From an optimization exercise on the open Yosys and OpenROAD flow, aimed at small area, a short achievable clock period and few clock cycles; shortcuts taken in it are not production practice. The RTL was checked by simulation tests, not by an equivalence proof against the original design. Power figures rest on the tool's default switching activity, not on a simulated workload.

File: flow/design.v
module cfc_ecc_name (
    input  wire [4:0] seg,
    output reg  [4:0] name     
);
    always @(*) begin
        case (seg)
            5'h02: name = 5'd1;    
            5'h03: name = 5'd2;    
            5'h04: name = 5'd3;    
            5'h05: name = 5'd4;    
            5'h06: name = 5'd5;    
            5'h07: name = 5'd6;    
            5'h08: name = 5'd7;    
            5'h09: name = 5'd8;    
            5'h0A: name = 5'd9;    
            5'h0B: name = 5'd10;   
            5'h0C: name = 5'd11;   
            5'h0D: name = 5'd12;   
            5'h0E: name = 5'd13;   
            5'h0F: name = 5'd14;   
            5'h11: name = 5'd15;   
            5'h12: name = 5'd16;   
            5'h13: name = 5'd17;   
            5'h16: name = 5'd18;   
            5'h17: name = 5'd19;   
            5'h18: name = 5'd20;   
            5'h19: name = 5'd21;   
            5'h1A: name = 5'd22;   
            5'h1B: name = 5'd23;   
            5'h1C: name = 5'd24;   
            default: name = 5'd0;  
        endcase
    end
endmodule
module cfc_alc_decode (
    input  wire [4:0] bitno,
    output reg  [1:0] field,   
    output reg  [4:0] idbit    
);
    always @(*) begin
        field = 2'd0;
        idbit = 5'd0;
        if (bitno <= 5'd10) begin
            idbit = 5'd28 - bitno;
        end else if (bitno == 5'd11) begin
            field = 2'd1;
        end else if (bitno == 5'd12) begin
            field = 2'd2;
        end else if (bitno == 5'd31) begin
            field = 2'd3;
        end else begin
            idbit = 5'd30 - bitno;
        end
    end
endmodule
module cfc_classify (
    input  wire [7:0] sr,
    input  wire [7:0] ewlr,
    input  wire [7:0] rxerr,
    input  wire [7:0] txerr,
    output reg  [1:0] cls      
);
    always @(*) begin
        if (sr[7] || txerr == 8'd255)
            cls = 2'd3;
        else if (rxerr[7] || txerr[7])
            cls = 2'd2;
        else if (rxerr >= ewlr || txerr >= ewlr)
            cls = 2'd1;
        else
            cls = 2'd0;
    end
endmodule
module cfc (
    input  wire         clk,
    input  wire         rst,            
    input  wire         cmd_valid,
    output wire         cmd_ready,
    input  wire [7:0]   cmd_word,
    input  wire         cmd_fmt,        
    input  wire [31:0]  cmd_id,         
    input  wire         cmd_rtr,
    input  wire [3:0]   cmd_dlc,
    input  wire [3:0]   cmd_len,
    input  wire [63:0]  cmd_data,
    input  wire [7:0]   cmd_mode,       
    input  wire [103:0] cmd_image,      
    input  wire [7:0]   cmd_byte,       
    input  wire [31:0]  cmd_cls,        
    input  wire [7:0]   cmd_index,      
    output wire         rsp_valid,
    output wire [3:0]   rsp_result,
    output wire         rsp_frame_some,
    output wire         rsp_fmt,
    output wire [28:0]  rsp_id,
    output wire         rsp_rtr,
    output wire [3:0]   rsp_dlc,
    output reg  [63:0]  rsp_data,
    output wire [103:0] rsp_image,
    output reg  [12:0]  rsp_image_wr,
    output wire [11:0]  rsp_status,
    output wire [7:0]   rsp_mode,
    output wire         rsp_ecc_cap_some,
    output wire [7:0]   rsp_ecc_cap,
    output wire         rsp_alc_cap_some,
    output wire [7:0]   rsp_alc_cap,
    output wire [1:0]   rsp_ecc_errc,
    output wire         rsp_ecc_dir,
    output wire [4:0]   rsp_ecc_seg,
    output wire [4:0]   rsp_ecc_name,
    output wire [4:0]   rsp_alc_bitno,
    output wire [1:0]   rsp_alc_field,
    output wire [4:0]   rsp_alc_idbit,
    output wire [1:0]   rsp_cls,
    output wire [7:0]   rsp_byte,
    output wire         ev_valid,
    output reg  [1:0]   ev_kind,        
    output wire [11:0]  ev_status,
    output wire         ev_completed,
    output wire         cs,
    output wire         bus_req,
    output reg          bus_we,
    output reg  [6:0]   bus_addr,
    output reg  [7:0]   bus_wdata,
    input  wire         bus_ready,
    input  wire [7:0]   bus_rdata,
    input  wire         bus_noresp,
    output wire         reset_pulse
);
    localparam [3:0] OP_TRANSMIT    = 4'h1,
                     OP_TRANSMIT_SS = 4'h2,
                     OP_ABORT       = 4'h3,
                     OP_TRY_RECEIVE = 4'h4,
                     OP_HANDLE_INT  = 4'h5,
                     OP_SET_MODE    = 4'h6,
                     OP_ACK_EVENTS  = 4'h7,
                     OP_READ_STATUS = 4'h8,
                     OP_RESET       = 4'h9,
                     OP_ENCODE      = 4'hA,
                     OP_DECODE      = 4'hB,
                     OP_DECODE_ECC  = 4'hC,
                     OP_DECODE_ALC  = 4'hD,
                     OP_CLASSIFY    = 4'hE,
                     OP_TX_READBACK = 4'hF;
    localparam [2:0] R_OK              = 3'd0,
                     R_TRANSMIT_BUSY   = 3'd1,
                     R_DEV_NOT_RESP    = 3'd2,
                     R_BUS_OFF         = 3'd3,
                     R_NOT_OPERATING   = 3'd4,
                     R_INVALID_FRAME   = 3'd5,
                     R_ILLEGAL_COMMAND = 3'd6,
                     R_INVALID_OPERAND = 3'd7;
    localparam [1:0] CLS_ACTIVE = 2'd0, CLS_WARNING = 2'd1,
                     CLS_PASSIVE = 2'd2, CLS_BUS_OFF = 2'd3;
    localparam [1:0] EV_STATUS = 2'd0, EV_FRAME = 2'd1,
                     EV_TXDONE = 2'd2, EV_WAKE  = 2'd3;
    localparam [4:0] P_TX_BUF   = 5'd0,
                     P_TX_CMD   = 5'd1,
                     P_ABORT    = 5'd2,
                     P_READBACK = 5'd3,
                     P_RX_SR    = 5'd4,
                     P_RX_BUF   = 5'd5,
                     P_RX_RMC   = 5'd6,
                     P_RX_RRB   = 5'd7,
                     P_RX_CDO   = 5'd8,
                     P_HI_IR    = 5'd9,
                     P_HI_ECC   = 5'd10,
                     P_HI_ALC   = 5'd11,
                     P_HI_SR    = 5'd12,
                     P_HI_EWLR  = 5'd13,
                     P_HI_RXERR = 5'd14,
                     P_HI_TXERR = 5'd15,
                     P_HI_TI    = 5'd16;
    reg        initialized, msg_waiting, bus_on, tx_busy, err_warning;
    reg        data_overrun, err_passive, arb_lost, bus_error;
    reg [1:0]  bus_class;
    reg        mode_rm, mode_lom, mode_stm, mode_sm;
    reg        ecc_valid, alc_valid;
    reg [7:0]  ecc_cap, alc_cap;
    reg        dev_fault;
    wire [11:0] status_word = {dev_fault, bus_class, bus_error, arb_lost,
                               err_passive, data_overrun, err_warning,
                               tx_busy, bus_on, msg_waiting, initialized};
    wire [7:0]  mode_byte = {3'b000, mode_sm, 1'b0, mode_stm, mode_lom, mode_rm};
    reg        acc;             
    reg        evph;            
    reg [4:0]  phase;
    reg        op_ss;           
    reg [2:0]  res;             
    reg        fsome;           
    reg        img_fmt, img_rtr;
    reg [3:0]  img_dlc;
    reg [95:0] img_b;
    wire [103:0] img = {img_b, img_fmt, img_rtr, 2'b00, img_dlc};
    reg [7:0]  byte_q;          
    reg [1:0]  cls_q;
    reg        ir_alc, ir_cls, ir_ri, ir_ti;    
    reg        sr7_q, rxp_q, rxw_q;             
    reg        rmc_q;                           
    reg        done_bit;
    reg        chg;             
    reg        pd_done, pd_wake, pd_frame;      
    reg        rp, rpw;         
    wire [3:0] k = bus_addr[3:0];
    wire multi = (pd_done & (pd_wake | pd_frame | chg)) |
                 (pd_wake & (pd_frame | chg)) | (pd_frame & chg);
    wire last  = ~multi & ~rpw;
    reg        busy1;           
    reg        one_ev;          
    reg        rsp_ok;          
    reg        ev_any;          
    reg [1:0]  ev_kind_q;
    assign cmd_ready   = ~busy1 & ~(one_ev & chg);
    assign rsp_valid   = rsp_ok & ~(one_ev & chg);
    assign rsp_result  = {1'b0, res};
    assign ev_valid    = ev_any | (evph & chg);
    always @(*) ev_kind = ev_kind_q;
    assign ev_status    = status_word;
    assign ev_completed = done_bit;
    assign reset_pulse  = rp;
    assign cs           = acc;
    assign bus_req      = acc;
    wire [7:0] b1 = img_b[7:0];
    wire [7:0] b2 = img_b[15:8];
    wire [7:0] b3 = img_b[23:16];
    wire [7:0] b4 = img_b[31:24];
    assign rsp_frame_some = fsome;
    assign rsp_fmt  = img_fmt;
    assign rsp_rtr  = img_rtr;
    assign rsp_dlc  = img_dlc;
    assign rsp_id   = {b1, b2, b3, b4[7:3]};
    integer i;
    always @(*) rsp_data = img_b[95:32];
    assign rsp_image = img;
    wire [3:0] ndata = img_rtr ? 4'd0 : img_dlc;
    reg  [7:0] dth;             
    always @(*) begin
        dth[0] = |ndata;
        dth[1] = ndata[3] | ndata[2] | ndata[1];
        dth[2] = ndata[3] | ndata[2] | (ndata[1] & ndata[0]);
        dth[3] = ndata[3] | ndata[2];
        dth[4] = ndata[3] | (ndata[2] & (ndata[1] | ndata[0]));
        dth[5] = ndata[3] | (ndata[2] & ndata[1]);
        dth[6] = ndata[3] | (ndata[2] & ndata[1] & ndata[0]);
        dth[7] = ndata[3];
    end
    wire [3:0] nbm1 = (img_fmt ? 4'd4 : 4'd2) + ndata;
    wire last_byte = (k != 4'd0) && (k == nbm1);
    assign rsp_status       = status_word;
    assign rsp_mode         = mode_byte;
    assign rsp_ecc_cap_some = ecc_valid;
    assign rsp_ecc_cap      = ecc_cap;
    assign rsp_alc_cap_some = alc_valid;
    assign rsp_alc_cap      = alc_cap;
    assign rsp_ecc_errc  = byte_q[7:6];
    assign rsp_ecc_dir   = byte_q[5];
    assign rsp_ecc_seg   = byte_q[4:0];
    assign rsp_alc_bitno = byte_q[4:0];
    wire [4:0] ecc_name_d, alc_idbit_d;
    wire [1:0] alc_field_d;
    cfc_ecc_name u_ecc (.seg(cmd_byte[4:0]), .name(ecc_name_d));
    cfc_alc_decode u_alc (.bitno(cmd_byte[4:0]), .field(alc_field_d), .idbit(alc_idbit_d));
    reg  [4:0] ecc_name_q, alc_idbit_q;
    reg  [1:0] alc_field_q;
    always @(posedge clk) begin
        ecc_name_q  <= ecc_name_d;
        alc_field_q <= alc_field_d;
        alc_idbit_q <= alc_idbit_d;
    end
    assign rsp_ecc_name  = ecc_name_q;
    wire [3:0] c_ndata = cmd_rtr ? 4'd0 : cmd_dlc;
    reg  [7:0] cth;
    reg  [12:3] wr_d;
    reg  [12:3] wr_q;
    always @(*) begin
        cth[0] = |c_ndata;
        cth[1] = c_ndata[3] | c_ndata[2] | c_ndata[1];
        cth[2] = c_ndata[3] | c_ndata[2] | (c_ndata[1] & c_ndata[0]);
        cth[3] = c_ndata[3] | c_ndata[2];
        cth[4] = c_ndata[3] | (c_ndata[2] & (c_ndata[1] | c_ndata[0]));
        cth[5] = c_ndata[3] | (c_ndata[2] & c_ndata[1]);
        cth[6] = c_ndata[3] | (c_ndata[2] & c_ndata[1] & c_ndata[0]);
        cth[7] = c_ndata[3];
        wr_d[3]  = cmd_fmt | cth[0];
        wr_d[4]  = cmd_fmt | cth[1];
        for (i = 5; i < 11; i = i + 1)
            wr_d[i] = cmd_fmt ? cth[i-5] : cth[i-3];
        wr_d[11] = cmd_fmt & cth[6];
        wr_d[12] = cmd_fmt & cth[7];
    end
    always @(posedge clk) wr_q <= wr_d;
    always @(*) rsp_image_wr = {wr_q, 3'b111};
    assign rsp_alc_field = alc_field_q;
    assign rsp_alc_idbit = alc_idbit_q;
    assign rsp_cls  = cls_q;
    assign rsp_byte = byte_q;
    wire       acpt  = cmd_valid & cmd_ready;
    wire [3:0] cw    = cmd_word[3:0];
    wire       legal = (cmd_word[7:4] == 4'h0) && (cw != 4'h0);
    wire       sel_img = cmd_word[3] & cmd_word[0];
    wire idx_big = (|cmd_index[7:4]) | (cmd_index[3] & cmd_index[2] & (cmd_index[1] | cmd_index[0]));
    wire wf = (cmd_fmt ? (cmd_id[31:29] == 3'd0) : (cmd_id[31:11] == 21'd0)) &
              (~cmd_dlc[3] | (cmd_dlc[2:0] == 3'd0)) &
              (cmd_rtr ? (cmd_len == 4'd0) : (cmd_len == cmd_dlc));
    reg [95:0] enc_b;
    always @(*) begin
        if (cmd_fmt) begin
            enc_b[7:0]   = cmd_id[28:21];
            enc_b[15:8]  = cmd_id[20:13];
            enc_b[23:16] = cmd_id[12:5];
            enc_b[31:24] = {cmd_id[4:0], 3'b000};
            enc_b[95:32] = cmd_data;
        end else begin
            enc_b[7:0]   = cmd_id[10:3];
            enc_b[15:8]  = {cmd_id[2:0], 5'b00000};
            enc_b[79:16] = cmd_data;
            enc_b[95:80] = cmd_data[63:48];
        end
    end
    function [3:0] clamp8(input [3:0] d);
        clamp8 = (d[3] & (|d[2:0])) ? 4'd8 : d;
    endfunction
    wire [1:0] cmd_class;
    cfc_classify u_cls_cmd (
        .sr(cmd_cls[7:0]), .ewlr(cmd_cls[15:8]), .rxerr(cmd_cls[23:16]),
        .txerr(cmd_cls[31:24]), .cls(cmd_class)
    );
    wire       ge_ewlr = (bus_rdata >= byte_q);
    wire       tx_bo = sr7_q | (bus_rdata == 8'd255);
    wire       tx_ps = rxp_q | bus_rdata[7];
    wire       tx_wn = rxw_q | ge_ewlr;
    wire [1:0] int_class = tx_bo ? CLS_BUS_OFF : tx_ps ? CLS_PASSIVE :
                           tx_wn ? CLS_WARNING : CLS_ACTIVE;
    reg        initialized_n, msg_waiting_n, bus_on_n, tx_busy_n, err_warning_n;
    reg        data_overrun_n, err_passive_n, arb_lost_n, bus_error_n;
    reg [1:0]  bus_class_n;
    reg        mode_rm_n, mode_lom_n, mode_stm_n, mode_sm_n;
    reg        ecc_valid_n, alc_valid_n, dev_fault_n;
    reg [7:0]  ecc_cap_n, alc_cap_n;
    reg        acc_n, evph_n, op_ss_n, fsome_n;
    reg [4:0]  phase_n;
    reg [2:0]  res_n;
    reg        img_fmt_n, img_rtr_n;
    reg [3:0]  img_dlc_n;
    reg [7:0]  byte_q_n;
    reg [1:0]  cls_q_n;
    reg        ir_alc_n, ir_cls_n, ir_ri_n, ir_ti_n;
    reg        sr7_q_n, rxp_q_n, rxw_q_n, rmc_q_n, done_bit_n;
    reg        chg_n, pd_done_n, pd_wake_n, pd_frame_n, rp_n, rpw_n;
    reg        bus_we_n;
    reg [6:0]  bus_addr_n;
    reg [7:0]  bus_wdata_n;
    reg        no_chg;         
    reg        do_apply;       
    reg        chg_m;          
    wire [10:0] status_n = {bus_class_n, bus_error_n, arb_lost_n,
                            err_passive_n, data_overrun_n, err_warning_n,
                            tx_busy_n, bus_on_n, msg_waiting_n, initialized_n};
    wire [7:0] ci1 = cmd_image[15:8];
    wire [7:0] ci2 = cmd_image[23:16];
    reg  [95:0] dec_b;
    always @(*) begin
        if (cmd_image[7])
            dec_b = cmd_image[103:8];
        else begin
            dec_b[7:0]   = 8'd0;
            dec_b[15:8]  = 8'd0;
            dec_b[23:16] = {2'b00, ci1[7:2]};
            dec_b[31:24] = {ci1[1:0], ci2[7:5], 3'b000};
            dec_b[95:32] = cmd_image[87:24];
        end
    end
    wire rx_wr = acc & bus_ready & (phase == P_RX_BUF);
    reg  [95:0] img_rx;         
    reg  [95:0] img_rx_en;      
    always @(*) begin
        img_rx    = {12{bus_rdata}};
        img_rx_en = 96'd0;
        if (img_fmt) begin
            for (i = 1; i < 13; i = i + 1)
                if (k == i)
                    img_rx_en[8*(i-1) +: 8] = 8'hFF;
        end else begin
            img_rx[23:0]  = {2'b00, bus_rdata[7:2], 16'd0};
            img_rx[31:24] = {bus_rdata[1:0], bus_rdata[7:5], 3'b000};
            if (k == 4'd1)
                img_rx_en[31:0] = 32'hC0FF_FFFF;
            if (k == 4'd2)
                img_rx_en[31:24] = 8'h38;
            for (i = 5; i < 13; i = i + 1)
                if (k == i - 2)
                    img_rx_en[8*(i-1) +: 8] = 8'hFF;
        end
    end
    always @(posedge clk) begin
        for (i = 0; i < 96; i = i + 1) begin
            if (cmd_ready)
                img_b[i] <= sel_img ? dec_b[i] : enc_b[i];
            else if (rx_wr & img_rx_en[i])
                img_b[i] <= img_rx[i];
        end
    end
    reg  [7:0]   img_next;
    always @(*) begin
        img_next = 8'd0;
        for (i = 0; i < 12; i = i + 1)
            if (k == i)
                img_next = img[8*(i+1) +: 8];
    end
    task automatic go_phase(input [4:0] p, input we, input [6:0] a, input [7:0] d);
        begin
            phase_n     = p;
            bus_we_n    = we;
            bus_addr_n  = a;
            bus_wdata_n = d;
        end
    endtask
    task automatic end_access;
        begin
            acc_n  = 1'b0;
            evph_n = 1'b1;
        end
    endtask
    task automatic hi_after_cls(input ri, input ti);
        begin
            if (ri)
                msg_waiting_n = 1'b1;
            if (ti)
                go_phase(P_HI_TI, 1'b0, 7'd2, 8'd0);
            else
                end_access;
        end
    endtask
    task automatic hi_after_ecc(input alc, input cls, input ri, input ti);
        begin
            if (alc) begin
                arb_lost_n = 1'b1;
                go_phase(P_HI_ALC, 1'b0, 7'd11, 8'd0);
            end else if (cls)
                go_phase(P_HI_SR, 1'b0, 7'd2, 8'd0);
            else
                hi_after_cls(ri, ti);
        end
    endtask
    task automatic clear_state;
        begin
            initialized_n  = 1'b0;
            msg_waiting_n  = 1'b0;
            bus_on_n       = 1'b0;
            tx_busy_n      = 1'b0;
            err_warning_n  = 1'b0;
            data_overrun_n = 1'b0;
            err_passive_n  = 1'b0;
            arb_lost_n     = 1'b0;
            bus_error_n    = 1'b0;
            bus_class_n    = CLS_ACTIVE;
            mode_rm_n      = 1'b1;
            mode_lom_n     = 1'b0;
            mode_stm_n     = 1'b0;
            mode_sm_n      = 1'b0;
            ecc_valid_n    = 1'b0;
            alc_valid_n    = 1'b0;
            dev_fault_n    = 1'b0;
        end
    endtask
    always @(*) begin
        initialized_n  = initialized;
        msg_waiting_n  = msg_waiting;
        bus_on_n       = bus_on;
        tx_busy_n      = tx_busy;
        err_warning_n  = err_warning;
        data_overrun_n = data_overrun;
        err_passive_n  = err_passive;
        arb_lost_n     = arb_lost;
        bus_error_n    = bus_error;
        bus_class_n    = bus_class;
        mode_rm_n      = mode_rm;
        mode_lom_n     = mode_lom;
        mode_stm_n     = mode_stm;
        mode_sm_n      = mode_sm;
        ecc_valid_n    = ecc_valid;
        alc_valid_n    = alc_valid;
        dev_fault_n    = dev_fault;
        ecc_cap_n      = ecc_cap;
        alc_cap_n      = alc_cap;
        acc_n          = acc;
        evph_n         = evph;
        op_ss_n        = op_ss;
        fsome_n        = fsome;
        phase_n        = phase;
        res_n          = res;
        img_fmt_n      = img_fmt;
        img_rtr_n      = img_rtr;
        img_dlc_n      = img_dlc;
        byte_q_n       = byte_q;
        cls_q_n        = cls_q;
        ir_alc_n       = ir_alc;
        ir_cls_n       = ir_cls;
        ir_ri_n        = ir_ri;
        ir_ti_n        = ir_ti;
        sr7_q_n        = sr7_q;
        rxp_q_n        = rxp_q;
        rxw_q_n        = rxw_q;
        rmc_q_n        = rmc_q;
        done_bit_n     = done_bit;
        chg_n          = chg;
        pd_done_n      = pd_done;
        pd_wake_n      = pd_wake;
        pd_frame_n     = pd_frame;
        rp_n           = 1'b0;
        rpw_n          = rpw;
        bus_we_n       = bus_we;
        bus_addr_n     = bus_addr;
        bus_wdata_n    = bus_wdata;
        no_chg         = 1'b0;
        do_apply       = 1'b0;
        if (evph) begin
            if (rpw) begin
                rpw_n = 1'b0;
                rp_n  = 1'b1;
            end else if (pd_done)
                pd_done_n = 1'b0;
            else if (pd_wake)
                pd_wake_n = 1'b0;
            else if (pd_frame)
                pd_frame_n = 1'b0;
            else
                chg_n = 1'b0;
            if (last)
                evph_n = 1'b0;
        end
        if (cmd_ready) begin
            if (sel_img) begin
                img_fmt_n = cmd_image[7];
                img_rtr_n = cmd_image[6];
                img_dlc_n = clamp8(cmd_image[3:0]);
            end else begin
                img_fmt_n = cmd_fmt;
                img_rtr_n = cmd_rtr;
                img_dlc_n = cmd_dlc;
            end
            byte_q_n = cmd_byte;
            cls_q_n  = cmd_class;
            op_ss_n  = (cw == OP_TRANSMIT_SS);
            fsome_n  = sel_img;
            case (cw)
                OP_ABORT:       go_phase(P_ABORT,    1'b1, 7'd1, 8'h02);
                OP_TRY_RECEIVE: go_phase(P_RX_SR,    1'b0, 7'd2, 8'h00);
                OP_HANDLE_INT:  go_phase(P_HI_IR,    1'b0, 7'd3, 8'h00);
                OP_TX_READBACK: go_phase(P_READBACK, 1'b0, {3'b110, cmd_index[3:0]}, 8'h00);
                default:        go_phase(P_TX_BUF,   1'b1, 7'd16,
                                         {cmd_fmt, cmd_rtr, 2'b00, cmd_dlc});
            endcase
            res_n = R_OK;
            if (!legal) begin
                res_n = R_ILLEGAL_COMMAND;
            end else begin
                case (cw)
                OP_TRANSMIT, OP_TRANSMIT_SS: begin
                    if (dev_fault)
                        res_n = R_DEV_NOT_RESP;
                    else if (!wf)
                        res_n = R_INVALID_FRAME;
                    else if (bus_class == CLS_BUS_OFF)
                        res_n = R_BUS_OFF;
                    else if (mode_rm || mode_lom || mode_sm)
                        res_n = R_NOT_OPERATING;
                    else if (tx_busy)
                        res_n = R_TRANSMIT_BUSY;
                end
                OP_ABORT, OP_HANDLE_INT: begin
                    if (dev_fault)
                        res_n = R_DEV_NOT_RESP;
                end
                OP_TRY_RECEIVE: begin
                    if (dev_fault)
                        res_n = R_DEV_NOT_RESP;
                    else if (mode_rm)
                        res_n = R_NOT_OPERATING;
                end
                OP_SET_MODE: begin
                    if (dev_fault)
                        res_n = R_DEV_NOT_RESP;
                    else if (cmd_mode[7:5] != 3'b000)
                        res_n = R_INVALID_OPERAND;
                end
                OP_ENCODE: begin
                    if (!wf)
                        res_n = R_INVALID_FRAME;
                end
                OP_TX_READBACK: begin
                    if (dev_fault)
                        res_n = R_DEV_NOT_RESP;
                    else if (idx_big)
                        res_n = R_INVALID_OPERAND;
                end
                default: ;
                endcase
            end
        end
        if (acpt) begin
            chg_n      = 1'b0;
            pd_done_n  = 1'b0;
            pd_wake_n  = 1'b0;
            pd_frame_n = 1'b0;
            rpw_n      = 1'b0;
            acc_n      = 1'b0;
            evph_n     = 1'b1;
            if (legal) begin
                case (cw)
                OP_TRANSMIT, OP_TRANSMIT_SS: begin
                    if (!dev_fault && wf && bus_class != CLS_BUS_OFF &&
                        !mode_rm && !mode_lom && !mode_sm && !tx_busy) begin
                        acc_n  = 1'b1;
                        evph_n = 1'b0;
                    end
                end
                OP_ABORT: begin
                    if (!dev_fault && tx_busy) begin
                        acc_n  = 1'b1;
                        evph_n = 1'b0;
                    end
                end
                OP_TRY_RECEIVE: begin
                    if (!dev_fault && !mode_rm) begin
                        acc_n  = 1'b1;
                        evph_n = 1'b0;
                    end
                end
                OP_HANDLE_INT: begin
                    if (!dev_fault) begin
                        acc_n  = 1'b1;
                        evph_n = 1'b0;
                    end
                end
                OP_SET_MODE: begin
                    if (!dev_fault && cmd_mode[7:5] == 3'b000) begin
                        mode_rm_n  = cmd_mode[0];
                        mode_lom_n = cmd_mode[1];
                        mode_stm_n = cmd_mode[2];
                        mode_sm_n  = cmd_mode[4];
                        tx_busy_n  = 1'b0;
                        if (!cmd_mode[0]) begin
                            initialized_n = 1'b1;
                            bus_on_n      = 1'b1;
                            if (bus_class == CLS_BUS_OFF)
                                bus_class_n = CLS_ACTIVE;
                        end else begin
                            bus_on_n = 1'b0;
                        end
                    end
                end
                OP_ACK_EVENTS: begin
                    arb_lost_n  = 1'b0;
                    bus_error_n = 1'b0;
                end
                OP_RESET: begin
                    clear_state;
                    no_chg = 1'b1;
                    if (rp)
                        rpw_n = 1'b1;
                    else
                        rp_n  = 1'b1;
                end
                OP_TX_READBACK: begin
                    if (!dev_fault && !idx_big) begin
                        acc_n  = 1'b1;
                        evph_n = 1'b0;
                    end
                end
                default: ;
                endcase
            end
        end else if (acc && bus_ready) begin
            if (bus_noresp) begin
                dev_fault_n = 1'b1;
                res_n       = R_DEV_NOT_RESP;
                pd_done_n   = 1'b0;
                pd_wake_n   = 1'b0;
                pd_frame_n  = 1'b0;
                end_access;
            end else begin
                case (phase)
                P_TX_BUF: begin
                    if (last_byte) begin
                        tx_busy_n = 1'b1;
                        go_phase(P_TX_CMD, 1'b1, 7'd1,
                                 {3'b000, mode_stm, 2'b00, op_ss, ~mode_stm});
                    end else begin
                        bus_addr_n  = {3'b001, k + 4'd1};
                        bus_wdata_n = img_next;
                    end
                end
                P_TX_CMD, P_ABORT: end_access;
                P_READBACK: begin
                    byte_q_n = bus_rdata;
                    end_access;
                end
                P_RX_SR: begin
                    if (!bus_rdata[0]) begin
                        msg_waiting_n = 1'b0;
                        end_access;
                    end else begin
                        fsome_n = 1'b1;
                        go_phase(P_RX_BUF, 1'b0, 7'd16, 8'h00);
                    end
                end
                P_RX_BUF: begin
                    if (k == 4'd0) begin
                        img_fmt_n = bus_rdata[7];
                        img_rtr_n = bus_rdata[6];
                        img_dlc_n = clamp8(bus_rdata[3:0]);
                    end
                    if (last_byte)
                        go_phase(P_RX_RMC, 1'b0, 7'd29, 8'h00);
                    else
                        bus_addr_n = {3'b001, k + 4'd1};
                end
                P_RX_RMC: begin
                    rmc_q_n = |bus_rdata[4:1];
                    go_phase(P_RX_RRB, 1'b1, 7'd1, 8'h04);
                end
                P_RX_RRB: begin
                    msg_waiting_n = rmc_q;
                    pd_frame_n    = 1'b1;
                    if (data_overrun)
                        go_phase(P_RX_CDO, 1'b1, 7'd1, 8'h08);
                    else
                        end_access;
                end
                P_RX_CDO: begin
                    data_overrun_n = 1'b0;
                    end_access;
                end
                P_HI_IR: begin
                    ir_alc_n  = bus_rdata[6];
                    ir_cls_n  = bus_rdata[5] | bus_rdata[2];
                    ir_ri_n   = bus_rdata[0];
                    ir_ti_n   = bus_rdata[1];
                    pd_wake_n = bus_rdata[4];
                    if (bus_rdata[3])
                        data_overrun_n = 1'b1;
                    if (bus_rdata[7]) begin
                        bus_error_n = 1'b1;
                        go_phase(P_HI_ECC, 1'b0, 7'd12, 8'h00);
                    end else
                        hi_after_ecc(bus_rdata[6], bus_rdata[5] | bus_rdata[2],
                                     bus_rdata[0], bus_rdata[1]);
                end
                P_HI_ECC: begin
                    ecc_cap_n   = bus_rdata;
                    ecc_valid_n = 1'b1;
                    hi_after_ecc(ir_alc, ir_cls, ir_ri, ir_ti);
                end
                P_HI_ALC: begin
                    alc_cap_n   = bus_rdata;
                    alc_valid_n = 1'b1;
                    if (ir_cls)
                        go_phase(P_HI_SR, 1'b0, 7'd2, 8'h00);
                    else
                        hi_after_cls(ir_ri, ir_ti);
                end
                P_HI_SR: begin
                    sr7_q_n = bus_rdata[7];
                    go_phase(P_HI_EWLR, 1'b0, 7'd13, 8'h00);
                end
                P_HI_EWLR: begin
                    byte_q_n = bus_rdata;
                    go_phase(P_HI_RXERR, 1'b0, 7'd14, 8'h00);
                end
                P_HI_RXERR: begin
                    rxp_q_n = bus_rdata[7];
                    rxw_q_n = ge_ewlr;
                    go_phase(P_HI_TXERR, 1'b0, 7'd15, 8'h00);
                end
                P_HI_TXERR: begin
                    do_apply = 1'b1;
                    hi_after_cls(ir_ri, ir_ti);
                end
                P_HI_TI: begin
                    tx_busy_n  = 1'b0;
                    done_bit_n = bus_rdata[3];
                    pd_done_n  = 1'b1;
                    end_access;
                end
                default: end_access;
                endcase
            end
        end
        chg_m = chg_n | (!no_chg && (status_n != status_word[10:0]));
    end
    reg  [1:0] bus_class_f;
    reg        bus_on_f, err_warning_f, err_passive_f, mode_rm_f;
    always @(*) begin
        bus_class_f   = bus_class_n;
        bus_on_f      = bus_on_n;
        err_warning_f = err_warning_n;
        err_passive_f = err_passive_n;
        mode_rm_f     = mode_rm_n;
        if (do_apply) begin
            if (int_class == CLS_BUS_OFF) begin
                bus_class_f   = CLS_BUS_OFF;
                bus_on_f      = 1'b0;
                err_warning_f = 1'b0;
                err_passive_f = 1'b0;
                mode_rm_f     = 1'b1;
            end else if (bus_class != CLS_BUS_OFF) begin
                bus_class_f   = int_class;
                err_warning_f = (int_class == CLS_WARNING);
                err_passive_f = (int_class == CLS_PASSIVE);
            end
        end
    end
    wire not_bo = (bus_class != CLS_BUS_OFF);
    wire chg_bo = not_bo | bus_on | err_warning | err_passive;
    wire chg_ps = not_bo & ((bus_class != CLS_PASSIVE) | err_warning | ~err_passive);
    wire chg_wn = not_bo & ((bus_class != CLS_WARNING) | ~err_warning | err_passive);
    wire chg_ac = not_bo & ((bus_class != CLS_ACTIVE) | err_warning | err_passive);
    wire chg_cls = tx_bo ? chg_bo : tx_ps ? chg_ps : tx_wn ? chg_wn : chg_ac;
    wire chg_f = chg_m | (do_apply & chg_cls);
    wire ev_ge1 = pd_done_n | pd_wake_n | pd_frame_n;
    wire ev_ge2 = (pd_done_n & (pd_wake_n | pd_frame_n)) | (pd_wake_n & pd_frame_n);
    always @(posedge clk) begin
        if (rst) begin
            busy1  <= 1'b0;
            one_ev <= 1'b0;
            rsp_ok <= 1'b0;
            ev_any <= 1'b0;
        end else begin
            busy1  <= acc_n | (evph_n & (ev_ge2 | rpw_n));
            one_ev <= evph_n & ev_ge1 & ~ev_ge2 & ~rpw_n;
            rsp_ok <= evph_n & ~ev_ge2 & ~rpw_n;
            ev_any <= evph_n & ev_ge1;
        end
        if (pd_done_n)       ev_kind_q <= EV_TXDONE;
        else if (pd_wake_n)  ev_kind_q <= EV_WAKE;
        else if (pd_frame_n) ev_kind_q <= EV_FRAME;
        else                 ev_kind_q <= EV_STATUS;
    end
    always @(posedge clk) begin
        if (rst) begin
            initialized  <= 1'b0;
            msg_waiting  <= 1'b0;
            bus_on       <= 1'b0;
            tx_busy      <= 1'b0;
            err_warning  <= 1'b0;
            data_overrun <= 1'b0;
            err_passive  <= 1'b0;
            arb_lost     <= 1'b0;
            bus_error    <= 1'b0;
            bus_class    <= CLS_ACTIVE;
            mode_rm      <= 1'b1;
            mode_lom     <= 1'b0;
            mode_stm     <= 1'b0;
            mode_sm      <= 1'b0;
            ecc_valid    <= 1'b0;
            alc_valid    <= 1'b0;
            dev_fault    <= 1'b0;
            acc          <= 1'b0;
            evph         <= 1'b0;
            chg          <= 1'b0;
            pd_done      <= 1'b0;
            pd_wake      <= 1'b0;
            pd_frame     <= 1'b0;
            rp           <= 1'b0;
            rpw          <= 1'b0;
        end else begin
            initialized  <= initialized_n;
            msg_waiting  <= msg_waiting_n;
            bus_on       <= bus_on_f;
            tx_busy      <= tx_busy_n;
            err_warning  <= err_warning_f;
            data_overrun <= data_overrun_n;
            err_passive  <= err_passive_f;
            arb_lost     <= arb_lost_n;
            bus_error    <= bus_error_n;
            bus_class    <= bus_class_f;
            mode_rm      <= mode_rm_f;
            mode_lom     <= mode_lom_n;
            mode_stm     <= mode_stm_n;
            mode_sm      <= mode_sm_n;
            ecc_valid    <= ecc_valid_n;
            alc_valid    <= alc_valid_n;
            dev_fault    <= dev_fault_n;
            acc          <= acc_n;
            evph         <= evph_n;
            chg          <= chg_f;
            pd_done      <= pd_done_n;
            pd_wake      <= pd_wake_n;
            pd_frame     <= pd_frame_n;
            rp           <= rp_n;
            rpw          <= rpw_n;
        end
        ecc_cap   <= ecc_cap_n;
        alc_cap   <= alc_cap_n;
        op_ss     <= op_ss_n;
        fsome     <= fsome_n;
        phase     <= phase_n;
        res       <= res_n;
        img_fmt   <= img_fmt_n;
        img_rtr   <= img_rtr_n;
        img_dlc   <= img_dlc_n;
        byte_q    <= byte_q_n;
        cls_q     <= cls_q_n;
        ir_alc    <= ir_alc_n;
        ir_cls    <= ir_cls_n;
        ir_ri     <= ir_ri_n;
        ir_ti     <= ir_ti_n;
        sr7_q     <= sr7_q_n;
        rxp_q     <= rxp_q_n;
        rxw_q     <= rxw_q_n;
        rmc_q     <= rmc_q_n;
        done_bit  <= done_bit_n;
        bus_we    <= bus_we_n;
        bus_addr  <= bus_addr_n;
        bus_wdata <= bus_wdata_n;
    end
endmodule
File: flow/flow/run.sh
#!/bin/bash
# Layout flow: the standard flow (standard.sh, unchanged synthesis),
# with the port buffers made of sky130_fd_sc_hd__buf_2 cells.
set -o pipefail
export BUFFER_PORTS_ARGS="-buffer_cell sky130_fd_sc_hd__buf_2"
bash standard.sh > standard.log 2>&1
File: flow/standard.sh
#!/bin/bash
# synth_recipe.tcl (not shown) runs the flow's synth.tcl, then flattens the netlist and writes it again
# the make line also repeats each setting of config.mk as NAME=value (left out here)
make -C /OpenROAD-flow-scripts/flow DESIGN_CONFIG=/design/flow/config.mk WORK_HOME=/design/flow/orfs CLKGATE_MAP_FILE= SYNTH_SCRIPT=/design/flow/synth_recipe.tcl "${@:-finish}"
File: flow/config.mk
export PLATFORM = sky130hd
export DESIGN_NAME = cfc
export DESIGN_NICKNAME = cfc
export VERILOG_FILES = /design/flow/design.v
export SDC_FILE = /design/flow/constraint.sdc
export NUM_CORES = 4
export LEC_CHECK = 0
export CAP_MARGIN = 20
export CORE_MARGIN = 2
export CORE_UTILIZATION = 40
export SETUP_SLACK_MARGIN = 4.5
export SLEW_MARGIN = 20
File: flow/constraint.sdc
create_clock -name core_clock -period 8.0 [get_ports {clk}]
set_input_delay 1.6000 -clock core_clock [delete_from_list [all_inputs] [get_ports {clk}]]
set_output_delay 1.6000 -clock core_clock [all_outputs]
set_load 0.01 [all_outputs]
==> results.txt, run 1 <==
Final GP Congestion=0.955; final count of hold timing violations=0; routing usage on met3=4.97%; largest net degree at the start of global routing=91; Post-synth EDFFs=124; Least-Margin Pin Slew=0.966 ns; Startpoint Class=primary input; Avg Inst Size Synth=8.35 µm²; buffers added on ports=597; worst flop-to-flop path endpoint=bus_wdata[2]; Worst R2R Start=img_fmt; R2R depth=12; met1 Use GR=42.2%; Final Worst Setup Slack=4.52 ns; Clock Tree Buf Depth=3; Sink Count=217; # DRC=0; Setup WS pre-CTS=3.77 ns; I/O pin count=618; routed via count=16600; commonest non-fill, non-tap cells in the layout=593 x buf_2, 200 x nor2_1, 177 x o21ai_0; Post-synth ARST share=0%; Switching Fraction=31.9%; Critical Path RT=8.24 ns; end of the critical path=img_b[35]; Num CTS Buffers=24; Max Cap Violations=0; CP max FO=49; Pwr per Cell Area=169 nW/µm²; final wirelength=72700 µm; status=complete, no violations; Post-Route Skew=0.0349 ns; Area growth syn-to-layout=18.5%; CORE AREA=39900 µm²; CP endpoint kind=flop; post-synthesis cell type count=94; Die Y=206 µm; synthesized flop and latch total=217; initial antenna violation count=4; Clock Latency Late Sink=0.55 ns; die width=206 µm; Rel. slew slack=35.6%; initial core utilization=40.8%; CTS tree=built; most used routing layer=met2; FF-to-FF setup slack=4.68 ns; leakage=8.54 nW; WL per Instance=25.5 µm; combinational power share=22.2%; Top FF cell, synth=edfxtp_1; GR Util All Layers=32.8%; commonest non-fill, non-tap cell in the layout=buf_2; arrival time at the worst endpoint=3.71 ns; register area share after synthesis=34.3%; initial DRC count=1565; fillcell total=3898; hpwl dp=56900 µm; Clk network pwr share=36.0%; vias in the first global route=15700; first-pass GRT wire length=103000 µm; Post-CTS Hold Fix Bufs=0; RSZ-0062 raised after global routing=yes; Post-Synthesis Cell Area=16300 µm²; CP Class=in -> reg; Final ANT Viol Nets=0; Hold Crit Class=reg -> reg; final period utilization=43.5%; Fin Setup TNS=0 ns; H-tree depth=1; Yosys warning count=4; met2 Use GR=54.0%; register share of total power=41.8%; first drt pass iteration count=5; nets=2631; postcts setup bufs=0; FMAX=288 MHz; die area=42300 µm²; NetSw=1.04 mW; clock-pin slew of the registers on the worst-case setup and hold paths=0.07 ns; Syn Inst Count=1950; grt total ovfl=0; Pint=2.22 mW; Final setup viols=0; FP Rows=73; Slew Limit Fails=0; vias per cell=5.83; Max IR drop VDD=179 µV; CTS root buffer=clkbuf_16; share of layout cells above drive strength 1=32.4%; crit path launch=cmd_fmt; Tmin final=3.48 ns
==> metrics by stage <==
stage / hold WS [ns] / area, µm² / utilization [%] / total power, mW / cells
after floorplan: 0.445 / 16300 / - / 1.78 / 1958
after global placement: 0.451 / 18400 / 46.1 / 2.09 / 2803
after detailed placement: 0.459 / 18400 / 46.1 / 2.09 / 2803
after CTS: 0.471 / 19200 / 48.2 / 3.26 / 2848
after global routing: 0.485 / 19300 / 48.3 / 3.37 / 2851
final: 0.470 / 19300 / 48.3 / 3.26 / 2852
==> routing by layer <==
layer,routed length [µm],up-vias
met3,5580,149
met1,29200,7926
met4,3620,0
met2,34300,836
met5,0,-
li1,-,7726
==> synth_stat cells (5+ instances only) <==
cell	n	area, µm²
nor2_1	200	751
o21ai_0	183	916
a21oi_1	176	881
buf_4	151	1130
nand2_1	138	518
edfxtp_1	124	3720
mux2i_1	108	1080
clkbuf_1	107	402
dfxtp_1	93	1860
mux2_2	54	608
inv_1	50	188
a31oi_1	41	257
nand3_1	41	205
ha_1	37	463
nor3_1	35	175
buf_2	19	95.1
a22oi_1	18	135
a221oi_1	17	149
nand2b_1	17	106
nand3b_1	17	128
nor2b_1	17	106
and3_1	16	100
buf_1	16	60.1
o211ai_1	16	120
o22ai_1	16	100
a211oi_1	15	113
nor4_1	15	93.8
and2_1	13	81.3
o31ai_1	12	90.1
nor3b_1	11	82.6
nand4_1	10	62.6
o21a_1	10	75.1
a21o_1	9	67.6
and3b_1	9	78.8
o221ai_1	8	70.1
or4_1	8	60.1
o21bai_1	7	52.6
or3_1	7	43.8
a22o_1	6	52.6
a32oi_1	5	43.8
o31a_1	5	43.8
==> cell type report <==
| type | instances | area [µm²] | share of cell area (%) |
|---|---|---|---|
| clock inverter | 16 | 183 | 0.947 |
| antenna | 3 | 7.51 | 0.0389 |
| multi-input combinational | 1397 | 8880 | 46.0 |
| clock buffer | 28 | 637 | 3.30 |
| tap | 525 | 657 | 3.41 |
| inverter | 51 | 194 | 1.01 |
| sequential | 217 | 5590 | 29.0 |
| timing repair buffer | 615 | 3140 | 16.3 |
==> power by group through the flow <==
stage               Sequential, mW  Combinational, mW  Clock, mW
floorplan                     1.36              0.419          0
global placement              1.38              0.707          0
CTS                           1.36              0.713       1.18
detailed placement            1.38              0.709          0
global route                  1.36              0.781       1.22
finish                        1.36              0.723       1.17
==> how the worst min path moves through the flow <==
stage                            start            to  slack [ns]  depth (start not counted)
after detailed placement        res[0]        res[0]        0.46                          2
after CTS                       res[0]        res[0]        0.47                          2
after global placement          res[0]        res[0]        0.45                          2
after global routing      bus_wdata[4]  bus_wdata[4]        0.49                          2
final                           res[0]        res[0]        0.47                          2
after floorplan               mode_lom      mode_lom        0.45                          2
==> sequential cells by signal (all words and copies together) (netlist names), 4 cells and up <==
signal / count
img_b: 96
alc_cap: 8
wr_q: 10
byte_q: 8
phase: 5
alc_idbit_q: 5
bus_wdata: 8
ecc_cap: 8
ecc_name_q: 5
bus_addr: 7
img_dlc: 4
==> worst max-delay path, cell delays in order <==
cell and delay [ns]:
buf_4 0.49, buf_4 0.72, mux2_2 0.41, a21oi_1 0.27, o21ai_0 0.14
==> cell families (layout without fill, tap and decap cells) <==
group	Yosys count	in the layout	synth area share [%]
xor+xnor	8	8	0.523
fa+ha+maj	39	39	3.03
other cells	2	13	0.0461
simple gates	576	576	17.3
buf+inv	346	710	11.7
flops	217	217	34.3
mux	162	162	10.4
compound gates	600	602	22.7
==> timing repair <==
action                     CTS  global route
resized for setup            5            11
cloned                       1             1
setup endpoints to repair   14            20
pin swaps                    1             1
Testbench counts, summed over its fixed seeds: cycles 93,800.
==> run 2, diff against run 1 <==
--- a/flow/config.mk
+++ b/flow/config.mk
@@ -7,2 +7,3 @@
 export LEC_CHECK = 0
+export ABC_AREA = 1
 export CAP_MARGIN = 20
@@ -10,3 +11,3 @@
 export CORE_UTILIZATION = 40
-export SETUP_SLACK_MARGIN = 4.5
+export SETUP_SLACK_MARGIN = 5
 export SLEW_MARGIN = 20
==> results.txt, run 2 <==
Tmin final=3.01 ns (was 3.48 ns); largest net degree at the start of global routing=97 (was 91); I/O pin count=618 (unchanged); final wirelength=85200 µm (was 72700 µm); register area=5590 µm² (about the same); Biggest register=img_b (unchanged); CP max stage cell=dfxtp_2 (was buf_4); buffers added on ports=597 (unchanged); Simple-Gate Fraction of Synth Area=27.0% (was 17.3%); Buf/Inv on CP=3 (was 2); Fin Setup TNS=0 ns (unchanged); Max IR drop VDD=166 µV (was 179 µV); FMAX=332 MHz (was 288 MHz); first-pass GRT wire length=119000 µm (was 103000 µm); Post-CTS Hold Fix Bufs=0 (unchanged); WL per Instance=25.3 µm (was 25.5 µm); Least-Margin Pin Slew=0.822 ns (was 0.966 ns); R2R depth=16 (was 12); grt total ovfl=0 (unchanged); CP Class=reg -> out (was in -> reg); Synth Area in Compound Gates=19.3% (was 22.7%); die area=41900 µm² (was 42300 µm²); Top FF cell, synth=edfxtp_1 (unchanged); Regs by FF count=img_b x96, wr_q x10 (unchanged); stages on the worst setup path=5 (unchanged); final count of hold timing violations=0 (unchanged); Startpoint Class=flop (was primary input); clock-pin slew of the registers on the worst-case setup and hold paths=0.07 ns (about the same); Yosys top cell area share=23.1% (was 22.9%); Adder-Cell Fraction of Synth Area=2.99% (was 3.03%); arrival time at the worst endpoint=1.41 ns (was 3.71 ns); max incr delay on CP=0.34 ns (was 0.72 ns); area leader, netlist=edfxtp_1 (unchanged); Num CTS Buffers=27 (was 24); initial DRC count=2301 (was 1565); Post-Synthesis Cell Area=16100 µm² (was 16300 µm²); Slew Limit Fails=0 (unchanged); Post-synth EDFFs=124 (unchanged); Avg Inst Size Synth=6.76 µm² (was 8.35 µm²); Pwr per Cell Area=172 nW/µm² (was 169 nW/µm²); max FFs per register=96 (unchanged); worst-path cell chain=nand2_2 > inv_2 > nor2_4 > clkbuf_16 > buf_6 (was buf_4 > buf_4 > mux2_2 > a21oi_1 > o21ai_0); area occupied by multi-input gates=8300 µm² (was 8880 µm²); largest family of logic cells by synthesized area=simple AND/OR/NAND/NOR gates (was compound AO/OA/AOI/OAI gates); vias per cell=5.71 (was 5.83); Final ANT Viol Nets=0 (unchanged); Final GP Congestion=0.971 (was 0.955); H-tree depth=1 (unchanged); CP max FO=2 (was 49); register area share after synthesis=34.6% (was 34.3%); xor/xnor share of the synthesized area=0.380% (was 0.523%); Sink Count=217 (unchanged); GR Util All Layers=38.8% (was 32.8%); synthesized flop and latch total=217 (unchanged); Final setup viols=0 (unchanged); CP endpoint kind=output pin (was flop); cell class contributing the biggest share of worst-path delay=flip-flops (was buffers and inverters); Critical Path RT=6.40 ns (was 8.24 ns); count leader, synth=nand2_1 (was nor2_1); synth cell count leaders=620 x nand2_1, 258 x o21ai_0, 244 x inv_1 (was 200 x nor2_1, 183 x o21ai_0, 176 x a21oi_1); Yosys warning count=4 (unchanged); mux contribution to synthesized area=0% (was 10.4%); die width=205 µm (was 206 µm); leakage=10.2 nW (was 8.54 nW); Area growth syn-to-layout=24.6% (was 18.5%); final period utilization=37.7% (was 43.5%); hold path cells=2 (unchanged); # DRC=0 (unchanged); CTS root buffer=clkbuf_16 (unchanged); Rel. slew slack=44.8% (was 35.6%); Synth area leaders=edfxtp_1 23%, nand2_1 14%, dfxtp_1 12% (was edfxtp_1 23%, dfxtp_1 11%, buf_4 7.0%); routed via count=19200 (was 16600); commonest non-fill, non-tap cell in the layout=nand2_1 (was buf_2); initial core utilization=40.6% (was 40.8%); FP Rows=73 (unchanged); Syn Inst Count=2387 (was 1950); first drt pass iteration count=6 (was 5); CORE AREA=39700 µm² (was 39900 µm²); Util after Layout=50.6% (was 48.3%); commonest non-fill, non-tap cells in the layout=611 x nand2_1, 592 x buf_2, 249 x o21ai_0 (was 593 x buf_2, 200 x nor2_1, 177 x o21ai_0); CTS tree=built (unchanged); Post-Route Skew=0.0206 ns (was 0.0349 ns); nets=3143 (was 2631); Clock Latency Late Sink=0.57 ns (was 0.55 ns); share of layout cells above drive strength 1=27.5% (was 32.4%); Die Y=205 µm (was 206 µm); status=complete, no violations (unchanged); RSZ-0062 raised after global routing=yes (unchanged); hpwl dp=63800 µm (was 56900 µm); Max Cap Violations=0 (unchanged); fillcell total=4136 (was 3898); Post-synth ARST share=0% (unchanged); Clock Tree Buf Depth=3 (unchanged); initial antenna violation count=4 (unchanged); Hold Crit Class=reg -> reg (unchanged); total power=3.46 mW (was 3.26 mW); vias in the first global route=17900 (was 15700); post-synthesis cell type count=55 (was 94)
run 2: repair_timing:
item	4_1_cts	5_1_grt
setup buffers	14	9
setup endpoints to repair	187	101
pin swaps	5	9
cloned	8	1
gates resized for setup	56	48
run 2: cells by family (layout without fill, tap and decap cells):
group | count (synthesis) | in the layout
and+or+nand+nor | 1053 | 1053
other | 2 | 12
xor gates and xnor gates | 7 | 7
buffers and inverters | 517 | 961
AOI/OAI and AO/OA | 553 | 553
adders and majority gates | 38 | 38
DFF | 217 | 217
run 2: layout make-up:
type	count	share of cell area [%]
timing repair buffer	644	18.0
clock inverter	19	1.06
multi-input combinational	1661	41.3
antenna	2	0.0249
clock buffer	31	3.44
sequential	217	27.8
tap	525	3.27
inverter	265	5.03
timing repair inverter	2	0.0623
run 2: tightest hold or removal path, cell delays in order, from the launching register on:
cell	delay, ns
dfxtp_1	0.31
nand3_1	0.08
nand2_1	0.05
run 2: stage by stage:
step	hold WS, ns	cell area, µm²	setup WS (ns)	cells
detailed placement	0.470	18400	3.58	3281
floorplan	0.458	16200	4.91	2395
global route	0.508	20100	4.95	3365
finish	0.483	20100	4.99	3366
global placement	0.464	18400	3.63	3281
CTS	0.484	19800	4.95	3353
run 2: routing by layer:
layer	global-route usage [%]	vias up	wire length [µm]	share of wire [%]
met5	0	-	31	0.036
met4	15.1	4	4140	4.9
met3	7.43	216	8930	10
met2	63.5	1253	38900	46
met1	50.4	9084	33200	39
li1	-	8653	-	-
run 2: final timing paths:
kind                      from            to  slack, ns
setup / recovery           chg     cmd_ready       4.99
hold / removal    bus_wdata[5]  bus_wdata[5]       0.48
setup reg to reg   bus_addr[1]  bus_wdata[1]       5.13
hold reg to reg   bus_wdata[5]  bus_wdata[5]       0.48
run 2: power breakdown:
part / leakage (nW) / total [mW] / internal, mW / switching [mW]
registers: 2.05 / 1.36 / 1.27 / 0.0974
clock network: 0.432 / 1.29 / 0.750 / 0.542
logic: 7.74 / 0.805 / 0.288 / 0.517
==> run 3, diff against run 2 <==
--- a/flow/config.mk
+++ b/flow/config.mk
@@ -7,3 +7,2 @@
 export LEC_CHECK = 0
-export ABC_AREA = 1
 export CAP_MARGIN = 20
==> results.txt, run 3 <==
initial antenna violation count=4 (unchanged); worst-path cell chain=a21o_4 > clkinv_8 > buf_6 (was nand2_2 > inv_2 > nor2_4 > clkbuf_16 > buf_6); # DRC=0 (unchanged); Tmin final=3.07 ns (was 3.01 ns); I/O pin count=618 (unchanged); Rel. slew slack=34.9% (was 44.8%); crit path launch=busy1 (was chg); Die Y=206 µm (was 205 µm); Hold Crit Class=reg -> reg (unchanged); arrival time at the worst endpoint=1.47 ns (was 1.41 ns); Top FF cell, synth=edfxtp_1 (unchanged); Switching Fraction=32.3% (was 33.4%); vias per cell=5.84 (was 5.71); Clk network pwr share=34.4% (was 37.3%); Yosys top cell area share=22.9% (was 23.1%); final count of hold timing violations=0 (unchanged); Final GP Congestion=0.975 (was 0.971); initial DRC count=1261 (was 2301); worst flop-to-flop path endpoint=bus_wdata[1] (unchanged); share of layout cells above drive strength 1=35.5% (was 27.5%); Startpoint Class=flop (unchanged); Post-CTS Hold Fix Bufs=0 (unchanged); count leader, synth=nor2_1 (was nand2_1); FP Rows=73 (unchanged); Buf/Inv on CP=2 (was 3); CP Class=reg -> out (unchanged); FMAX=326 MHz (was 332 MHz); Critical Path RT=6.40 ns (about the same); final period utilization=38.4% (was 37.7%); Pint=2.19 mW (was 2.30 mW); Clock Latency Late Sink=0.54 ns (was 0.57 ns); leakage=8.72 nW (was 10.2 nW); fillcell total=3907 (was 4136); Worst R2R Start=bus_addr[1] (unchanged); H-tree depth=1 (unchanged); R2R depth=9 (was 16); CTS root buffer=clkbuf_16 (unchanged); Synth area leaders=edfxtp_1 23%, dfxtp_1 11%, buf_4 7.0% (was edfxtp_1 23%, nand2_1 14%, dfxtp_1 12%); buffers added on ports=597 (unchanged); Num CTS Buffers=25 (was 27); register area=5600 µm² (was 5590 µm²); Final ANT Viol Nets=0 (unchanged); first drt pass iteration count=5 (was 6); end of the critical path=cmd_ready (unchanged); max incr delay on CP=0.46 ns (was 0.34 ns); register area share after synthesis=34.3% (was 34.6%); hpwl dp=56800 µm (was 63800 µm); Pwr per Cell Area=162 nW/µm² (was 172 nW/µm²); register share of total power=42.1% (was 39.4%); first-pass GRT wire length=103000 µm (was 119000 µm); Sink Count=217 (unchanged); CORE AREA=39900 µm² (was 39700 µm²); routed via count=16700 (was 19200); grt total ovfl=0 (unchanged); CP max stage cell=dfxtp_2 (unchanged); Final setup viols=0 (unchanged); commonest non-fill, non-tap cells in the layout=581 x buf_2, 198 x nor2_1, 172 x a21oi_1 (was 611 x nand2_1, 592 x buf_2, 249 x o21ai_0); Least-Margin Pin Slew=0.977 ns (was 0.822 ns); Slew Limit Fails=0 (unchanged); Post-Route Skew=0.00887 ns (was 0.0206 ns); Fin Setup TNS=0 ns (unchanged); status=complete, no violations (unchanged); Syn Inst Count=1950 (was 2387); Area growth syn-to-layout=22.3% (was 24.6%); cell class contributing the biggest share of worst-path delay=flip-flops (unchanged); largest net degree at the start of global routing=119 (was 97); final wirelength=73100 µm (was 85200 µm); Avg Inst Size Synth=8.35 µm² (was 6.76 µm²); nets=2644 (was 3143); Regs by FF count=img_b x96, wr_q x10 (unchanged); Biggest register=img_b (unchanged); WL per Instance=25.5 µm (was 25.3 µm); initial core utilization=40.8% (was 40.6%); clock-pin slew of the registers on the worst-case setup and hold paths=0.06 ns (was 0.07 ns); Post-Synthesis Cell Area=16300 µm² (was 16100 µm²); CTS tree=built (unchanged); combinational power share=23.5% (was 23.3%); Max Cap Violations=0 (unchanged); Yosys warning count=4 (unchanged); synth cell count leaders=200 x nor2_1, 183 x o21ai_0, 176 x a21oi_1 (was 620 x nand2_1, 258 x o21ai_0, 244 x inv_1); vias in the first global route=15600 (was 17900); Max IR drop VDD=154 µV (was 166 µV); FF-to-FF setup slack=5.10 ns (was 5.13 ns); max FFs per register=96 (unchanged); commonest non-fill, non-tap cell in the layout=buf_2 (was nand2_1); die area=42300 µm² (was 41900 µm²); Post-synth EDFFs=124 (unchanged); post-synthesis cell type count=94 (was 55); NetSw=1.04 mW (was 1.16 mW); stages on the worst setup path=3 (was 5); total power=3.23 mW (was 3.46 mW); CP endpoint kind=output pin (unchanged); CP max FO=10 (was 2); RSZ-0062 raised after global routing=yes (unchanged); die width=206 µm (was 205 µm); GR Util All Layers=32.8% (was 38.8%); area occupied by multi-input gates=9260 µm² (was 8300 µm²); area leader, netlist=edfxtp_1 (unchanged); Post-synth ARST share=0% (unchanged); Clock Tree Buf Depth=3 (unchanged); synthesized flop and latch total=217 (unchanged)
[run 3: worst min-delay path, delay by kind of cell (launching register included)]
family | cells | cell delay (ns)
AOI/OAI and AO/OA | 1 | 0.06
DFF | 1 | 0.31
and+or+nand+nor | 1 | 0.05
[run 3: final cells by class]
| type | count | share of cell area, % |
|---|---|---|
| antenna | 1 | 0.0126 |
| multi-input combinational | 1397 | 46.5 |
| clock inverter | 15 | 0.572 |
| sequential | 217 | 28.1 |
| inverter | 51 | 1.16 |
| timing repair buffer | 627 | 17.0 |
| clock buffer | 29 | 3.32 |
| tap | 525 | 3.30 |
[run 3: metal layers]
layer	global-route usage [%]	routed length, µm	up-vias	share of wire (%)
met5	0	47	-	0.064
met4	14.7	3270	8	4.5
met3	5.53	5340	164	7.3
met2	54.7	34900	838	48
met1	41.7	29500	7963	40
li1	-	-	7747	-
[run 3: per-stage QoR]
stage | instance area [µm²] | utilization (%) | hold slack, ns | setup WS, ns | instances
2_1_floorplan | 16500 | - | 0.445 | 4.75 | 1958
3_3_place_gp | 18500 | 46.4 | 0.445 | 3.82 | 2798
3_5_place_dp | 18500 | 46.4 | 0.456 | 3.82 | 2798
4_1_cts | 19600 | 49.1 | 0.466 | 4.84 | 2852
5_1_grt | 19900 | 49.9 | 0.497 | 4.90 | 2862
6_report | 19900 | 49.9 | 0.473 | 4.93 | 2862
[run 3: kinds of logic after synthesis]
| kind of cell | share of synthesized area, % |
|---|---|
| AOI/OAI and AO/OA | 22.7 |
| and+or+nand+nor | 17.3 |
| buffers and inverters | 11.7 |
| DFF | 34.3 |
| muxes | 10.4 |
| adders and majority gates | 3.03 |
| xor gates and xnor gates | 0.523 |
| other | 0.0461 |
[run 3: worst min path at each step]
stage,from,endpoint,slack (ns),depth (start not counted)
2_1_floorplan,mode_lom,mode_lom,0.45,2
3_3_place_gp,res[0],res[0],0.45,2
3_5_place_dp,res[0],res[0],0.46,2
4_1_cts,res[0],res[0],0.47,2
5_1_grt,res[0],res[0],0.50,2
6_report,res[0],res[0],0.47,2
[run 3: power by group through the flow]
stage | clock (mW) | combinational [mW] | sequential [mW]
2_1_floorplan | 0 | 0.427 | 1.36
3_5_place_dp | 0 | 0.722 | 1.38
4_1_cts | 1.12 | 0.737 | 1.36
3_3_place_gp | 0 | 0.718 | 1.38
5_1_grt | 1.16 | 0.814 | 1.36
6_report | 1.11 | 0.759 | 1.36
[run 3: timing repair]
item / 4_1_cts / 5_1_grt
pin swaps: 5 / 20
buffers inserted: 8 / 9
gates resized for setup: 69 / 54
endpoints found under the setup margin: 224 / 73
gates cloned: 2 / 0
==> run 4, diff against run 3 <==
--- a/flow/config.mk
+++ b/flow/config.mk
@@ -7,2 +7,3 @@
 export LEC_CHECK = 0
+export ABC_AREA = 1
 export CAP_MARGIN = 20
@@ -10,2 +11,3 @@
 export CORE_UTILIZATION = 40
+export CTS_BUF_LIST = sky130_fd_sc_hd__clkbuf_4 sky130_fd_sc_hd__clkbuf_8
 export SETUP_SLACK_MARGIN = 5
==> results.txt, run 4 <==
Synth area leaders=edfxtp_1 23%, nand2_1 14%, dfxtp_1 12% (was edfxtp_1 23%, dfxtp_1 11%, buf_4 7.0%); hpwl dp=63800 µm (was 56800 µm); first-pass GRT wire length=119000 µm (was 103000 µm); post-synthesis cell type count=55 (was 94); Syn Inst Count=2387 (was 1950); met3 WL=9630 µm (was 5340 µm); Post-Synthesis Cell Area=16100 µm² (was 16300 µm²); Area growth syn-to-layout=23.9% (was 22.3%); count leader, synth=nand2_1 (was nor2_1); area leader, netlist=edfxtp_1 (unchanged); Clock Latency Late Sink=0.62 ns (was 0.54 ns); worst-path cell chain=nand2_2 > inv_2 > nor2_4 > clkbuf_16 > buf_6 (was a21o_4 > clkinv_8 > buf_6); max incr delay on CP=0.34 ns (was 0.46 ns); routed via count=19300 (was 16700); Post-CTS Hold Fix Bufs=0 (unchanged); vias in the first global route=17900 (was 15600); Avg Inst Size Synth=6.76 µm² (was 8.35 µm²); Post-synth EDFFs=124 (unchanged); crit path launch=chg (was busy1); leakage=10.2 nW (was 8.72 nW); Num CTS Buffers=44 (was 25); Rel. slew slack=26.2% (was 34.9%); status=complete, no violations (unchanged); FP Rows=73 (unchanged); FF-to-FF setup slack=5.11 ns (was 5.10 ns); die area=41900 µm² (was 42300 µm²); Met1 Wirelength=33100 µm (was 29500 µm); RSZ-0062 raised after global routing=yes (unchanged); first drt pass iteration count=7 (was 5); Post-Route Skew=0.0307 ns (was 0.00887 ns); final wirelength=85700 µm (was 73100 µm); buffers added on ports=597 (unchanged); CP Class=reg -> out (unchanged); Yosys top cell area share=23.1% (was 22.9%); end of the critical path=cmd_ready (unchanged); Startpoint Class=flop (unchanged); CORE AREA=39700 µm² (was 39900 µm²); CTS root buffer=clkbuf_8 (was clkbuf_16); initial DRC count=2295 (was 1261); Final ANT Viol Nets=0 (unchanged); Tmin final=3.04 ns (was 3.07 ns); I/O pin count=618 (unchanged); largest net degree at the start of global routing=97 (was 119); Min Hold Slack=0.482 ns (was 0.473 ns); die width=205 µm (was 206 µm); total power=3.37 mW (was 3.23 mW); GR Util All Layers=39.0% (was 32.8%); final period utilization=38.0% (was 38.4%); Top FF cell, synth=edfxtp_1 (unchanged); Critical Path RT=6.40 ns (about the same); post-route cell area=20000 µm² (was 19900 µm²); worst flop-to-flop path endpoint=bus_wdata[1] (unchanged); Biggest register=img_b (unchanged); initial core utilization=40.6% (was 40.8%); synth cell count leaders=620 x nand2_1, 258 x o21ai_0, 244 x inv_1 (was 200 x nor2_1, 183 x o21ai_0, 176 x a21oi_1); vias per cell=5.69 (was 5.84); Placed Cells=3281 (was 2798); Post-synth ARST share=0% (unchanged); Placed Area=18400 µm² (was 18500 µm²); Sink Count=217 (unchanged); Final setup viols=0 (unchanged); Slew Limit Fails=0 (unchanged); max FFs per register=96 (unchanged); initial antenna violation count=4 (unchanged); CP max stage cell=dfxtp_2 (unchanged); Yosys warning count=4 (unchanged); fillcell total=4136 (was 3907); WL per Instance=25.3 µm (was 25.5 µm); Pwr per Cell Area=169 nW/µm² (was 162 nW/µm²); commonest non-fill, non-tap cell in the layout=nand2_1 (was buf_2); Final GP Congestion=0.971 (was 0.975); Util after Layout=50.3% (was 49.9%); FMAX=329 MHz (was 326 MHz); final count of hold timing violations=0 (unchanged); Final Worst Setup Slack=4.96 ns (was 4.93 ns); # DRC=0 (unchanged); nets=3154 (was 2644); clock-pin slew of the registers on the worst-case setup and hold paths=0.06 ns (about the same); Setup WS pre-CTS=3.58 ns (was 3.82 ns); synthesized flop and latch total=217 (unchanged); Hold Crit Class=reg -> reg (unchanged); Max IR drop VDD=105 µV (was 154 µV); CTS tree=built (unchanged); Max Cap Violations=0 (unchanged); commonest non-fill, non-tap cells in the layout=610 x nand2_1, 595 x buf_2, 252 x o21ai_0 (was 581 x buf_2, 198 x nor2_1, 172 x a21oi_1); non-filler cells, final=3389 (was 2862); Least-Margin Pin Slew=1.11 ns (was 0.977 ns); register area share after synthesis=34.6% (was 34.3%); Clock Tree Buf Depth=3 (unchanged); Die Y=205 µm (was 206 µm); Worst R2R Start=bus_addr[1] (unchanged); CP endpoint kind=output pin (unchanged); grt total ovfl=0 (unchanged); H-tree depth=2 (was 1); Fin Setup TNS=0 ns (unchanged); Regs by FF count=img_b x96, wr_q x10 (unchanged); max layer used=met5 (unchanged); arrival time at the worst endpoint=1.44 ns (was 1.47 ns); R2R depth=16 (was 9); CP max FO=2 (was 10); share of layout cells above drive strength 1=28.0% (was 35.5%); met2 wire length=38800 µm (was 34900 µm)
[run 4: cell count changes in the layout (fill, tap and decap cells not counted), moves of 16 or more]
cell       before  now
clkbuf_8        2   49
o21ai_0       167  252
mux2i_1       108    0
a221o_1         3   27
a31oi_1        41    9
clkbuf_16      25    3
nand2_1       133  610
nand4_1        10   26
a22oi_1        18    2
nor2_1        198  215
mux2_2         54    0
nand3_1        40  101
inv_1          46  238
[run 4: worst min path at each step]
stage | start | endpoint | slack, ns | cells past startpoint
2_1_floorplan | mode_lom | mode_lom | 0.46 | 2
6_report | bus_wdata[5] | bus_wdata[5] | 0.48 | 2
5_1_grt | bus_wdata[5] | bus_wdata[5] | 0.51 | 2
3_3_place_gp | bus_wdata[5] | bus_wdata[5] | 0.46 | 2
3_5_place_dp | bus_wdata[5] | bus_wdata[5] | 0.47 | 2
4_1_cts | bus_wdata[5] | bus_wdata[5] | 0.48 | 2
[run 4: worst max-delay path, delay by kind of cell, from the launching register on]
kind / cells / cell delay [ns]
simple gates: 2 / 0.17
flops: 1 / 0.34
buf+inv: 3 / 0.32
[run 4: kinds of logic (layout without fill, tap and decap cells)]
logic type,count (synthesis),after routing,share of synthesized area (%)
xor gates and xnor gates,7,7,0.380
adders and majority gates,38,38,2.99
and+or+nand+nor,1053,1053,27.0
DFF,217,217,34.6
AOI/OAI and AO/OA,553,553,19.3
buffers and inverters,517,984,15.7
other,2,12,0.0466
[run 4: cell type report]
cell class,count,area (µm²),share of cell area [%]
antenna,2,5.00,0.0250
clock buffer,64,787,3.94
clock inverter,15,91.3,0.457
inverter,265,1010,5.06
multi-input combinational,1661,8250,41.3
sequential,217,5600,28.0
tap,525,657,3.29
timing repair buffer,638,3580,17.9
timing repair inverter,2,12.5,0.0626
[run 4: layer usage]
metal | vias to the layer above | global-route usage (%)
li1 | 8689 | -
met1 | 9022 | 49.7
met2 | 1347 | 62.8
met3 | 221 | 8.72
met4 | 4 | 17.7
met5 | - | 0
[run 4: repair_timing]
item                       in CTS  in global routing
hold endpoints to repair        0                  0
setup endpoints to repair     182                121
gates resized for setup        46                 42
pin swaps                       4                  7
gates cloned                    7                  2
setup buffers                   9                  8
[run 4: power by group]
part | switching, mW | internal (mW) | total [mW]
Sequential | 0.0974 | 1.27 | 1.36
Clock | 0.542 | 0.661 | 1.20
Combinational | 0.515 | 0.286 | 0.801

-- static timing again, ports no longer ideal --
No port has a modelled driver above. Below, the same layouts with a new extraction and two added sets of constraints. Step 1, drivers: a clkbuf_16 drives clk and a buf_2 each remaining input, both assumed. Step 2 also shifts input and output timing later by t, the mid clock arrival at the registers, as if the neighbouring blocks saw the same clock. Slacks: ideal ports / drivers / drivers and shift; pairs: ideal ports / drivers.
run	t, ns	setup slack, ns	slew at the worst register clock pin (ns)	worst data-port slew with drivers (ns)	cell pins on the clock port's net
run 1	0.587	4.524 / 4.499 / 3.961	0.07 / 0.07	0.09	1
run 2	0.621	4.986 / 4.929 / 4.443	0.07 / 0.07	0.14	1
run 3	0.594	4.932 / 4.878 / 4.371	0.07 / 0.07	0.09	1
run 4	0.659	4.963 / 4.911 / 4.411	0.07 / 0.07	0.14	1
After both steps setup and hold are still met in every run listed. For run 1, which loses most, drivers alone change the setup slack by -0.025 ns; drivers and shift together by -0.563 ns.
